Background: an optimization exercise with open tools, aiming at small area, a short achievable clock period and few clock cycles. Do not read the settings as production practice.
The RTL was checked by simulation tests, not by an equivalence proof against the original design.
Power and IR drop assume default switching activity.

## run A
==> flow/design.v <==
module phpb_serial (
    input  wire        clk,
    input  wire        rst,             
    input  wire        cfg_guard_en,    
    input  wire [16:0] cfg_max_len,     
    input  wire        cfg_drop_zero,   
    input  wire        rx_in_valid,
    output wire        rx_in_ready,
    input  wire [7:0]  rx_in_data,
    input  wire        rx_in_last,      
    output wire        rx_out_valid,
    input  wire        rx_out_ready,
    output wire [7:0]  rx_out_data,
    output wire        rx_out_sop,
    output wire        rx_out_eop,
    output wire [47:0] rx_out_hdr,      
    output wire [16:0] rx_out_tlen,     
    input  wire        tx_in_valid,
    output wire        tx_in_ready,
    input  wire [7:0]  tx_in_data,
    output wire        tx_out_valid,
    input  wire        tx_out_ready,
    output wire [7:0]  tx_out_data,
    output reg  [15:0] cnt_rx_pkt,
    output reg  [15:0] cnt_malformed,
    output reg  [15:0] cnt_zero_drop
);
    wire       bw       = (cfg_max_len[7:0] < 8'd7);
    reg  [7:0] m_lo;        
    always @(posedge clk)
        m_lo <= cfg_max_len[7:0] - 8'd7;
    wire       g_never  = !cfg_guard_en || (cfg_max_len >= 17'd65542);   
    wire       g_always = cfg_guard_en && (cfg_max_len < 17'd7);         
    reg       rdy;
    reg       ib_v, i2_v;
    reg [7:0] ib_d, i2_d;
    reg       ib_l, i2_l;
    reg       ib_ff, i2_ff;
    reg       ib_00, i2_00;
    reg       ib_gt, i2_gt;     
    wire take  = rx_in_valid && rdy;
    wire in_ff = (rx_in_data == 8'hFF);
    wire in_00 = (rx_in_data == 8'h00);
    wire in_gt = (rx_in_data > m_lo);
    assign rx_in_ready = rdy;
    reg        pend;        
    reg        body;        
    reg        disc;        
    reg        drop;        
    reg [2:0]  hc;          
    reg [4:0]  tt;          
    reg [4:0]  ct;          
    reg [39:0] sr;          
    reg        tl_a, tl_b;  
    reg        zf;          
    reg [16:0] remain;      
    reg        rend;        
    reg        ov, osop, oeop;
    reg [7:0]  od;
    reg        ev_pkt, ev_mal, ev_zero;
    wire hdr = !body && !disc;
    wire other  = !ib_ff && !ib_00;
    wire absorb = !pend && ib_ff;           
    wire split  = pend && other;            
    wire [7:0] tdata = pend ? {8{!ib_00}} : ib_d;
    wire tlast  = ib_l && !split;
    wire [8:0] tdata_p1 = {1'b0, tdata} + 9'd1;
    wire tgt_lo = split ? (m_lo != 8'hFF) : ib_gt;
    wire too_long = tl_a || (tl_b && tgt_lo);
    wire [4:0] tsel = tt & ~{1'b0, tt[4:1]};
    wire [7:0] top_byte = ({8{tsel[0]}} & sr[7:0])   | ({8{tsel[1]}} & sr[15:8])  |
                          ({8{tsel[2]}} & sr[23:16]) | ({8{tsel[3]}} & sr[31:24]) |
                          ({8{tsel[4]}} & sr[39:32]);
    wire [16:0] tlen_new = {1'b0, sr[7:0], tdata} + 17'd7;
    reg  [16:0] rflip;
    integer ri;
    always @(*) begin
        rflip[0] = 1'b1;
        for (ri = 1; ri < 17; ri = ri + 1)
            rflip[ri] = rflip[ri-1] && !remain[ri-1];
    end
    wire hc5   = (hc == 3'd5);
    wire ofree = !ov || rx_out_ready;
    wire room = !tt[4] || (ofree && ct[0]);
    wire acc = ib_v && (absorb || disc ||
                        (hdr  && (hc5 ? (!ct[0] && ofree) : room)) ||
                        (body && (drop || ofree || (!tt[4] && !osop))));
    wire tok      = acc && !absorb;             
    wire push     = tok && (hdr || (body && !drop));
    wire complete = tok && hdr && hc5;
    wire zdrop    = zf;
    wire hdr_ok   = complete && !too_long && !zdrop;
    wire hdr_bad  = complete && too_long;
    wire btok     = tok && body;
    wire body_end = btok && rend;
    wire cons     = acc && !split;
    wire load     = ofree && (ct[0] || hdr_ok);
    wire bpush    = push && body;
    wire       n_pend = acc ? absorb : pend;
    wire       n_body = complete ? !too_long : (body && !body_end);
    wire       n_disc = complete ? (too_long && !tlast) : (disc && !(acc && tlast));
    wire       n_drop = complete ? zdrop : drop;
    wire [2:0] n_hc   = complete ? 3'd0 : ((tok && hdr) ? hc + 3'd1 : hc);
    wire       n_ov   = load || (ov && !rx_out_ready);
    wire [4:0] n_tt   = (complete && !hdr_ok) ? 5'd0 :
                        (push && !load)      ? {tt[3:0], 1'b1} :
                        (load && !push)      ? {1'b0, tt[4:1]} : tt;
    wire [4:0] n_ct   = hdr_ok              ? 5'b11111 :
                        (bpush && !load)     ? {ct[3:0], 1'b1} :
                        (load && !bpush)     ? {1'b0, ct[4:1]} : ct;
    wire       ib_free = !ib_v || cons;
    wire       n_ibv   = ib_free ? (i2_v || take) : 1'b1;
    wire       n_i2v   = !ib_free && (i2_v || take);
    always @(posedge clk) begin
        if (ib_free) begin
            if (i2_v) begin
                ib_d  <= i2_d;
                ib_l  <= i2_l;
                ib_ff <= i2_ff;
                ib_00 <= i2_00;
                ib_gt <= i2_gt;
            end else if (take) begin
                ib_d  <= rx_in_data;
                ib_l  <= rx_in_last;
                ib_ff <= in_ff;
                ib_00 <= in_00;
                ib_gt <= in_gt;
            end
        end else if (take) begin
            i2_d  <= rx_in_data;
            i2_l  <= rx_in_last;
            i2_ff <= in_ff;
            i2_00 <= in_00;
            i2_gt <= in_gt;
        end
        if (push)
            sr <= {sr[31:0], tdata};
        if (tok && hdr) begin
            if (hc == 3'd0) zf <= cfg_drop_zero && (tdata == 8'h00);
            if (hc == 3'd4) begin
                tl_a <= g_always || (!g_never && (bw ? ({1'b0, tdata} >= cfg_max_len[16:8])
                                                     : ({1'b0, tdata} >  cfg_max_len[16:8])));
                tl_b <= !g_always && !g_never && (bw ? (tdata_p1 == cfg_max_len[16:8])
                                                     : ({1'b0, tdata} == cfg_max_len[16:8]));
            end
        end
        remain <= complete ? tlen_new : (remain ^ ({17{btok}} & rflip));
        if (complete)
            rend <= (sr[7:0] == 8'h00) && (tdata == 8'h00);
        else if (btok)
            rend <= (remain == 17'd8);
        if (load) begin
            od   <= top_byte;
            osop <= hdr_ok;
            oeop <= !body && ct[0] && !ct[1];
        end
        if (rst) begin
            rdy      <= 1'b1;
            ib_v     <= 1'b0;
            i2_v     <= 1'b0;
            pend     <= 1'b0;
            body     <= 1'b0;
            disc     <= 1'b0;
            drop     <= 1'b0;
            hc       <= 3'd0;
            tt       <= 5'd0;
            ct       <= 5'd0;
            ov       <= 1'b0;
            ev_pkt   <= 1'b0;
            ev_mal   <= 1'b0;
            ev_zero  <= 1'b0;
        end else begin
            rdy      <= !n_i2v;
            ib_v     <= n_ibv;
            i2_v     <= n_i2v;
            pend     <= n_pend;
            body     <= n_body;
            disc     <= n_disc;
            drop     <= n_drop;
            hc       <= n_hc;
            tt       <= n_tt;
            ct       <= n_ct;
            ov       <= n_ov;
            ev_pkt   <= body_end && !drop;
            ev_mal   <= hdr_bad;
            ev_zero  <= body_end && drop;
        end
    end
    always @(posedge clk) begin
        if (rst) begin
            cnt_rx_pkt    <= 16'd0;
            cnt_malformed <= 16'd0;
            cnt_zero_drop <= 16'd0;
        end else begin
            if (ev_pkt && cnt_rx_pkt != 16'hFFFF)
                cnt_rx_pkt <= cnt_rx_pkt + 16'd1;
            if (ev_mal && cnt_malformed != 16'hFFFF)
                cnt_malformed <= cnt_malformed + 16'd1;
            if (ev_zero && cnt_zero_drop != 16'hFFFF)
                cnt_zero_drop <= cnt_zero_drop + 16'd1;
        end
    end
    assign rx_out_valid = ov;
    assign rx_out_data  = od;
    assign rx_out_sop   = osop;
    assign rx_out_eop   = oeop;
    assign rx_out_hdr   = {od, sr};    
    assign rx_out_tlen  = remain;
    reg       trdy;
    reg       tov;
    reg [7:0] tod;
    reg       tpv, tpb;
    reg       sv;
    reg [7:0] sd;
    wire ttake  = tx_in_valid && trdy;
    wire tofree = !tov || tx_out_ready;
    wire in_sp  = (tx_in_data == 8'hFF) || (tx_in_data == 8'h00);
    wire sd_sp  = (sd == 8'hFF) || (sd == 8'h00);
    wire tdirect = tofree && !tpv && !sv;
    reg  n_sv;
    always @(*) begin
        n_sv = sv;
        if (tofree && !tpv && sv)
            n_sv = 1'b0;
        if (ttake && !tdirect)
            n_sv = 1'b1;
    end
    assign tx_in_ready = trdy;
    always @(posedge clk) begin
        if (tofree) begin
            if (tpv) begin
                tod <= {8{tpb}};
            end else if (sv) begin
                tod <= sd_sp ? 8'hFF : sd;
                tpb <= sd[0];
            end else if (ttake) begin
                tod <= in_sp ? 8'hFF : tx_in_data;
                tpb <= tx_in_data[0];
            end
        end
        if (ttake && !tdirect)
            sd <= tx_in_data;
        if (rst) begin
            trdy <= 1'b1;
            tov  <= 1'b0;
            tpv  <= 1'b0;
            sv   <= 1'b0;
        end else begin
            if (tofree) begin
                if (tpv) begin
                    tov <= 1'b1;
                    tpv <= 1'b0;
                end else if (sv) begin
                    tov <= 1'b1;
                    tpv <= sd_sp;
                end else if (ttake) begin
                    tov <= 1'b1;
                    tpv <= in_sp;
                end else begin
                    tov <= 1'b0;
                end
            end
            sv   <= n_sv;
            trdy <= !n_sv;
        end
    end
    assign tx_out_valid = tov;
    assign tx_out_data  = tod;
endmodule
export LEC_CHECK = 0
export CAP_MARGIN = 20
export CORE_MARGIN = 2
export CORE_UTILIZATION = 40
export SETUP_SLACK_MARGIN = 3.6
export SLEW_MARGIN = 20
export TNS_END_PERCENT = 100
create_clock -name core_clock -period 6.0 [get_ports {clk}]
standard.sh (not shown) runs the stock make flow with config.mk's settings and CLKGATE_MAP_FILE= SYNTH_SCRIPT=/design/flow/synth_recipe.tcl, a recipe that flattens the netlist after the stock synthesis.
==> flow/flow/run.sh <==
#!/bin/bash
# Standard layout, with the port buffers made from buf_2 cells instead of the
# resizer's default choice. Full tool output goes to flow_standard.log.
set -euo pipefail
export BUFFER_PORTS_ARGS="-buffer_cell sky130_fd_sc_hd__buf_2"
bash standard.sh > flow_standard.log 2>&1
Run A: flow completed, timing, DRC and antenna clean
Testbench counts of run A, summed over its fixed seeds: cycles 121,481.
The inputs of run B differ from those of run A as listed below.
Settings: SETUP_SLACK_MARGIN: 3.6 -> 3.5; TNS_END_PERCENT: 100 -> unset.
==> comparison <==
Run A and run B ended up with roughly the same storage element area.
All-layer global routing usage ends up higher on run A.
Run B against run A: fraction of met2 tracks used by global routing down 0.25 points, pre-CTS setup slack shrank by 29 ps.
Compared with run A, in run B arrival time at the worst endpoint went up 100 ps; total power of the final layout went up 0.000044 W; iteration count of the initial detailed-routing pass went down 3; wire length on met3 went up about 30%; cell area went down 2.2%.
Run B finished every stage and its layout cleared the timing, DRC and antenna checks.
Looking at run B and run A, the number of antenna violations at the first check in global routing is a wash.
Here is what was changed in the inputs of run C compared with run B.
Settings: SETUP_SLACK_MARGIN now 3.6, was 3.5; SLEW_MARGIN now 10, was 20; CAP_MARGIN now 10, was 20.
[summary]
Note that the number of non-clock buffers recorded for run C amounts to 1.10 times the value seen in run B. Of run B and run C, run C shows the lower net switching power of the design, with run B above it. Summary — estimated wirelength of the detail-placed design, run C relative to run B: higher, by about 0.55%. Compared run B against run C; worst hold slack after final layout within noise. Run C against run B: final weighted congestion of routability-driven global placement up 1.2%, filler cell count in the final layout lower, utilization rose by 1.1 points, switching share of power now smaller, cell area power density saw a decrease. Run C: design area 2.3% above run B. Final worst setup slack: run C vs run B up 85 ps.
Setup changes, run C to run D
Settings: putting PLACE_DENSITY at 0.7 where nothing was set; swapping 40 for 50 in CORE_UTILIZATION; swapping 10 for 20 in CAP_MARGIN; swapping 10 for 20 in SLEW_MARGIN.
Notes after the runs:
- | count of buffers not belonging to the clock network in the layout | lower: run D |
- The power attributed to the clock group of run C and that of run D are within noise of each other.
- Diff run C -> run D: sequential share of layout area rose by 0.36 points, combinational share of power fell by 0.4 points, power per cell area rose by about 1.1%.
- Diff run C -> run D: detailed-route vias per instance climbed 0.32, worst stage delay on the critical path barely changed.
- Run C → run D: number of hold-repair buffers added at the cts stage was more or less identical, met2 layer wire length in the routed design moved up.
- When run D is measured against run C, its total of cells resized after clock tree synthesis turns out 3 lower.
Modified inputs, run E compared to run D
Settings: SETUP_SLACK_MARGIN changed from 3.6 to 3.65; CORE_UTILIZATION changed from 50 to 40; PLACE_DENSITY removed (was 0.7).
[summary]
Comparing run E and run D, setup slack of the worst register-to-register path is lower on run D.
Run E: leakage dissipation higher than run D
Summary — fraction of final layout cells with drive strength greater than 1, run E relative to run D: higher, by 2.9 points.
| die area | higher: run E |
Shortest clock period the worst path allows after layout: run E and run D compared, higher one is run E
Compared to run D, run E has worst stage delay on the critical path 30 ps higher.
On synthesis-to-finish area growth: run E sits above run D.
Number of logic stages on the critical path including buffering on run E is up relative to run D.
Worst hold slack was lower in run D than in run E.
Run E vs run D on total internal power: run E is the lower one.

## the reference run
// phpb_serial: RTL as listed in full above, without the edits since
export LEC_CHECK = 0
export CAP_MARGIN = 20
export CORE_MARGIN = 2
export CORE_UTILIZATION = 40
export SETUP_SLACK_MARGIN = 3.6
export SLEW_MARGIN = 20
create_clock -name core_clock -period 6.0 [get_ports {clk}]
Scripts as last shown in full above: flow/flow/run.sh
Testbench counts of the reference run, summed over its fixed seeds: cycles 121,481.
The following lists how the trial run was set up differently from the reference run:
Settings: swapping 3.6 for 3.5 in SETUP_SLACK_MARGIN.
==> flow/flow/run.sh <==
#!/bin/bash
# Standard layout, with the port buffers made from buf_1 cells instead of the
# resizer's default choice. Full tool output goes to flow_standard.log.
set -euo pipefail
export BUFFER_PORTS_ARGS="-buffer_cell sky130_fd_sc_hd__buf_1"
bash standard.sh > flow_standard.log 2>&1
Diff the reference run -> the trial run: source-to-sink clock delay at the later pin of the worst-skew pair about even; fmax fell by 2.9%.
From the reference run to the trial run the numbers moved as follows: global-route track usage on met2 fell 0.67 points; number of non-filler instances in the completed layout fell about 0.65%; share of total power in the clock network rose 1.0 points; non-clock buffer count in the final layout fell 11; async set-reset flop share out of synthesis about even.
Looking at met2 wire length across the trial run and the reference run, the one that comes out lower is the trial run.
Changes observed in the trial run relative to the reference run: share of the clock period used by the worst path after layout higher, standard cell area after detailed placement has decreased, total wire length after detailed routing -1.2%.

== job 1971 ==
// phpb_serial: RTL as listed in full above, without the edits since
Settings: LEC_CHECK=0, CAP_MARGIN=20, CORE_MARGIN=2, CORE_UTILIZATION=40, SETUP_SLACK_MARGIN=3.7, SLEW_MARGIN=20; clock period 6.0 ns.
==> flow/flow/run.sh <==
#!/bin/bash
# Standard layout, with the port buffers made from buf_2 cells instead of the
# resizer's default choice. Full tool output goes to flow_standard.log.
set -euo pipefail
export BUFFER_PORTS_ARGS="-buffer_cell sky130_fd_sc_hd__buf_2"
bash standard.sh > flow_standard.log 2>&1
Testbench counts of job 1971, summed over its fixed seeds: cycles 121,481.
diff inputs: job 1971 => job 4386
- a change of SETUP_SLACK_MARGIN from 3.7 to 3.6
==> flow/flow/run.sh <==
#!/bin/bash
# Standard layout, with the port buffers made from buf_1 cells instead of the
# resizer's default choice. Full tool output goes to flow_standard.log.
set -euo pipefail
export BUFFER_PORTS_ARGS="-buffer_cell sky130_fd_sc_hd__buf_1"
bash standard.sh > flow_standard.log 2>&1
## What came out
On total power of the final layout, the higher figure sits with job 4386, not job 1971.
Delta (job 4386 minus job 1971): routed length on met2 has decreased, internal power has increased, worst setup slack after layout has decreased, area of all placed cells without fillers has decreased.
On count of non-CTS buffers in the layout: job 4386 sits below job 1971.

phpb_serial, a different RTL version from the one above (not shown whole).
For scale: about 930 cells after synthesis, about 210 flip-flops, ~180 I/O pins, about 0.0098 mm² of cells after synthesis.
==> flow/design.v (excerpt) <==
module phpb_serial (
    input  wire        clk,
    input  wire        rst,             
    input  wire        cfg_guard_en,    
    input  wire [16:0] cfg_max_len,     
    input  wire        cfg_drop_zero,   
    input  wire        rx_in_valid,
    output wire        rx_in_ready,
    input  wire [7:0]  rx_in_data,
    input  wire        rx_in_last,      
    output wire        rx_out_valid,
    input  wire        rx_out_ready,
    output wire [7:0]  rx_out_data,
    output wire        rx_out_sop,
    output wire        rx_out_eop,
    output wire [47:0] rx_out_hdr,      
    output wire [16:0] rx_out_tlen,     
    input  wire        tx_in_valid,
    output wire        tx_in_ready,
    input  wire [7:0]  tx_in_data,
    output wire        tx_out_valid,
    input  wire        tx_out_ready,
    output wire [7:0]  tx_out_data,
    output reg  [15:0] cnt_rx_pkt,
    output reg  [15:0] cnt_malformed,
    output reg  [15:0] cnt_zero_drop
);
clock: 6.0 ns
lec_check: 0
cap_margin: 20
core_margin: 2
core_utilization: 40
cts_cluster_diameter: 75
cts_cluster_size: 35
setup_slack_margin: 3.5
slew_margin: 20
==> flow/flow/run.sh <==
#!/bin/bash
# Standard layout, with the port buffers made from buf_2 cells instead of the
# resizer's default choice. Full tool output goes to flow_standard.log.
set -euo pipefail
export BUFFER_PORTS_ARGS="-buffer_cell sky130_fd_sc_hd__buf_2"
bash standard.sh > flow_standard.log 2>&1
The starting point passed the timing, DRC and antenna checks.
Testbench counts at the start, summed over its fixed seeds: cycles 121,481.
Edit:
CORE_UTILIZATION = 50   (was 40)
CTS_CLUSTER_DIAMETER = default   (was 75)
CTS_CLUSTER_SIZE = default   (was 35)
PLACE_DENSITY = 0.7   (was default)
Effect: The new run completed without violations; global-route usage goes up by 2.8 points; power goes up by about 9%; setup slack improves by 0.029 ns; hold slack degrades by 0.011 ns; maximum frequency goes up by 1.2%; routed wire length goes down by 8.4%; sequential power stays flat; non-clock buffer count stays the same.
Edit:
CORE_UTILIZATION = 40   (was 50)
CTS_CLUSTER_DIAMETER = 50   (was default)
CTS_CLUSTER_SIZE = 30   (was default)
PLACE_DENSITY = default   (was 0.7)
The changed run passed the timing, DRC and antenna checks.
Setup slack loses 0.014 ns.
Synthesized area is unchanged.
Fmax went down by 0.57%.
Power goes up by 14%.
Via count rises by 1.6%.
Clock skew came out lower by 0.0092 ns.
Design area climbs by 3.8%.
Clock power came out higher by 31%.
First-iteration DRC count rose by 26%.
Global-route usage falls by 2.8 points.
Edit:
CTS_CLUSTER_DIAMETER = default   (was 50)
CTS_CLUSTER_SIZE = default   (was 30)
SETUP_SLACK_MARGIN = 3.6   (was 3.5)
What happened: Power decreases by a few percent; non-clock buffer count came out higher by 13; cell count increases slightly; via count went up slightly.

==> separate check: timing with driven ports <==
The flow's constraints put no driver on any port. The routed layouts listed below were extracted and timed again, unchanged, in two steps. Step 1 (the two cells are an assumption about what drives the block):
set clk [get_ports {clk}]
set_driving_cell -lib_cell sky130_fd_sc_hd__clkbuf_16 $clk
set_driving_cell -lib_cell sky130_fd_sc_hd__buf_2 [delete_from_list [all_inputs] $clk]
Step 2 times the ports against the registers' clock, not the clock port: input delays grow and output delays shrink by t, the midpoint of the rising clock arrivals with the driver on. Three values: ideal ports, drivers, drivers and shift; two values: the first two.
run | shift t [ns] | slack for setup (ns) | clock arrival spread, ns | worst data-port slew with drivers (ns)
run A | 0.468 | 3.523 / 3.508 / 3.040 | 0.016 / 0.016 | 0.08
run B | 0.483 | 3.438 / 3.416 / 2.932 | 0.014 / 0.015 | 0.09
run C | 0.468 | 3.523 / 3.508 / 3.040 | 0.016 / 0.016 | 0.08
run D | 0.469 | 3.476 / 3.456 / 2.987 | 0.015 / 0.015 | 0.08
run E | 0.471 | 3.420 / 3.389 / 2.918 | 0.016 / 0.016 | 0.09
the reference run | 0.468 | 3.523 / 3.508 / 3.040 | 0.016 / 0.016 | 0.08
the trial run | 0.472 | 3.450 / 3.409 / 2.937 | 0.016 / 0.016 | 0.08
job 1971 | 0.481 | 3.529 / 3.519 / 3.038 | 0.017 / 0.017 | 0.08
job 4386 | 0.467 | 3.455 / 3.446 / 2.980 | 0.019 / 0.019 | 0.08
the first run of note 4 | 0.540 | 3.520 / 3.486 / 2.957 | 0.044 / 0.044 | 0.07
the second run of note 4 | 0.540 | 3.549 / 3.515 / 3.003 | 0.031 / 0.031 | 0.06
the third run of note 4 | 0.577 | 3.535 / 3.486 / 2.959 | 0.023 / 0.022 | 0.07
the fourth run of note 4 | 0.561 | 3.621 / 3.573 / 3.040 | 0.015 / 0.016 | 0.07
After both steps setup and hold are still met in every run listed. For the fourth run of note 4, which loses most, drivers alone change the setup slack by -0.048 ns; drivers and shift together by -0.581 ns.
